Source: an optimization exercise on an open RTL-to-GDS flow (aim: small area, a short achievable clock period and few clock cycles per item). Production flows keep margins and buffers that such runs may drop.
In this exercise RTL edits were held to simulation tests only and were not proved equivalent to the original.
Power figures rest on the tool's default switching activity, not on a simulated workload.

wip/umber:
// icu_quant
module icu_quant (
    input  wire        clk,
    input  wire        rst,
    input  wire        in_valid,
    output wire        in_ready,
    input  wire [23:0] in_rgb,
    output reg         out_valid,
    input  wire        out_ready,
    output reg  [23:0] out_lo,
    output reg  [23:0] out_hi,
    output reg  [7:0]  out_avg
);
Size in the first run: ~4600 cells after synthesis, roughly 1100 flip-flops, roughly 86 I/O pins, ~53000 um2 of cells after synthesis.
==> flow/config.mk <==
export PLATFORM = sky130hd
export DESIGN_NAME = icu_quant
export DESIGN_NICKNAME = icu_quant
export VERILOG_FILES = /design/flow/design.v
export SDC_FILE = /design/flow/constraint.sdc
export NUM_CORES = 4
export LEC_CHECK = 0
export CAP_MARGIN = 20
export CORE_MARGIN = 2
export CORE_UTILIZATION = 40
export SLEW_MARGIN = 20
==> flow/constraint.sdc <==
create_clock -name core_clock -period 22.0 [get_ports {clk}]
set_input_delay 4.4000 -clock core_clock [delete_from_list [all_inputs] [get_ports {clk}]]
set_output_delay 4.4000 -clock core_clock [all_outputs]
set_load 0.01 [all_outputs]
standard.sh (not shown) runs the stock make flow with config.mk's settings and CLKGATE_MAP_FILE= SYNTH_SCRIPT=/design/flow/synth_recipe.tcl, a recipe that flattens the netlist after the stock synthesis.
==> flow/flow/run.sh <==
#!/bin/bash
# The standard layout (the standard.sh, all steps), with the port
# buffers made with a regular buf_4 cell, and the timing repair steps
# aiming at a 5.5 ns period instead of only meeting the 22 ns clock.
# The full output goes to standard.log in this folder.
set -e
export BUFFER_PORTS_ARGS="-buffer_cell sky130_fd_sc_hd__buf_4"
export SETUP_SLACK_MARGIN=16.5
bash standard.sh > standard.log 2>&1
wip/umber went all the way through synthesis, placement and routing and the layout is clean on timing, DRC and antenna.
Testbench counts of wip/umber, summed over its fixed seeds: cycles 6,456, items 384.
[inputs] wip/quartz vs wip/umber
==> flow/flow/run.sh <==
#!/bin/bash
# The standard layout (the standard.sh, all steps), with three changes:
#  - the port buffers are made with a regular buf_4 cell instead of the
#    flow's default choice;
#  - the clock tree is built with larger sink clusters (up to 25 sinks,
#    100 um across) and without dummy loads;
#  - the timing repair steps aim at a 5.5 ns period instead of only
#    meeting the 22 ns clock (the constraints themselves are unchanged).
# The full output goes to standard.log in this folder.
set -e
export BUFFER_PORTS_ARGS="-buffer_cell sky130_fd_sc_hd__buf_4"
export CTS_ARGS="-sink_clustering_enable -repair_clock_nets -dont_use_dummy_load -sink_clustering_size 25 -sink_clustering_max_diameter 100"
export SETUP_SLACK_MARGIN=16.5
bash standard.sh > standard.log 2>&1
==> notes.md <==
Between wip/umber and wip/quartz, the area share of buffers outside the clock network figures differ only marginally. Setup slack in wip/quartz is larger than in wip/umber. Compared with wip/umber, wip/quartz shows a lower post-layout instance count excluding filler cells. Comparing wip/umber and wip/quartz, wire length of the first global-routing pass is higher on wip/umber.
> inputs changed (wip/quartz -> wip/lagoon)
==> flow/flow/run.sh <==
#!/bin/bash
# The standard layout (the standard.sh, all steps), with the port
# buffers made with a regular buf_4 cell and a clock tree built with
# larger sink clusters and no dummy loads.
# The full output goes to standard.log in this folder.
set -e
export BUFFER_PORTS_ARGS="-buffer_cell sky130_fd_sc_hd__buf_4"
export CTS_ARGS="-sink_clustering_enable -repair_clock_nets -dont_use_dummy_load -sink_clustering_size 25 -sink_clustering_max_diameter 100"
bash standard.sh > standard.log 2>&1
==> notes.md <==
On data required time of the worst path, wip/quartz and wip/lagoon are basically level.
Delta (wip/lagoon minus wip/quartz): initial antenna violation count fell 1; minimum period implied by the final worst setup slack fell 21 ps.

* * *

Setup of the reference run:
icu_quant, a different RTL version from the one above (not shown whole).
Size in the first run: roughly 4600 cells after synthesis, roughly 86 I/O pins, roughly 53000 um^2 of cells after synthesis.
Settings: LEC_CHECK=0, CAP_MARGIN=20, CORE_MARGIN=2, CORE_UTILIZATION=40, SLEW_MARGIN=20; clock period 22.0 ns.
run.sh (not shown) runs the stock make flow with config.mk's settings and CLKGATE_MAP_FILE= SYNTH_SCRIPT=/design/flow/synth_recipe.tcl, a recipe that flattens the netlist after the stock synthesis.
Stock flow here: none of the scripts above is used.
Both conditions hold for the reference run: the flow ran to the end and the final layout passed the timing, DRC and antenna checks.
Testbench counts of the reference run, summed over its fixed seeds: cycles 6,456, items 384.
[inputs] the trial run vs the reference run
==> flow/flow/run.sh (new file) <==
#!/bin/bash
# The standard layout (the standard.sh, all steps), except that the
# port buffers are made with a regular buf_4 cell instead of the flow's
# default choice. The full output goes to standard.log in this folder.
set -e
export BUFFER_PORTS_ARGS="-buffer_cell sky130_fd_sc_hd__buf_4"
bash standard.sh > standard.log 2>&1
==> flow/standard.sh (new file) <==
#!/bin/bash
# synth_recipe.tcl (not shown) runs the flow's synth.tcl, then flattens the netlist and writes it again
# the make line also repeats each setting of config.mk as NAME=value (left out here)
make -C /OpenROAD-flow-scripts/flow DESIGN_CONFIG=/design/flow/config.mk WORK_HOME=/design/flow/orfs CLKGATE_MAP_FILE= SYNTH_SCRIPT=/design/flow/synth_recipe.tcl "${@:-finish}"
removed: flow/run.sh
### Flow results
The trial run vs. the reference run: switching fraction of total power grew by 0.32 points; share of cells above drive strength 1 picked up an extra 1.6 points; detailed placement HPWL flat; time the worst path needs with I/O delays and setup fell 0.064 ns. Measured against the reference run, the first-iteration DRC count of the trial run comes out at 0.894 times the reference value. The reference run -> the trial run: pin count of the biggest net entering global routing decreased by a few percent. For routed wire length on met2, the reference run and the trial run come out practically identical. Compared to the reference run, the routing of the trial run uses more wire. Final worst slack up 0.064 ns in the trial run wrt the reference run. When the trial run is set beside the reference run, its clock buffer instance count of the final layout turns out to be about 3% smaller.

## what the ideal ports hide
No port has a modelled driver above. Below, the same layouts with a new extraction and two added sets of constraints. Step 1: set_driving_cell puts a clkbuf_16 on clk and a buf_2 on each other input, an assumption about the parent block. Step 2 also shifts input and output timing later by t, the mid clock arrival at the registers, as if the neighbouring blocks saw the same clock. a / b / c = no drivers / after step 1 / after step 2; a / b = the first two.
run | shift t [ns] | setup WS [ns] | worst setup path at the end | worst register clock-pin slew, ns | worst slew at a driven data input, ns
wip/umber | 0.772 | 16.347 / 16.276 / 16.568 | input to register | 0.07 / 0.07 | 0.03
wip/quartz | 0.706 | 16.398 / 16.326 / 16.602 | input to register | 0.10 / 0.10 | 0.03
wip/lagoon | 0.705 | 16.418 / 16.347 / 16.478 | register to register | 0.10 / 0.10 | 0.04
the reference run | 0.778 | 15.499 / 15.499 / 15.499 | register to register | 0.07 / 0.07 | 0.03
the trial run | 0.783 | 15.563 / 15.563 / 15.563 | register to register | 0.07 / 0.07 | 0.04
After both steps every run listed still meets setup and hold.
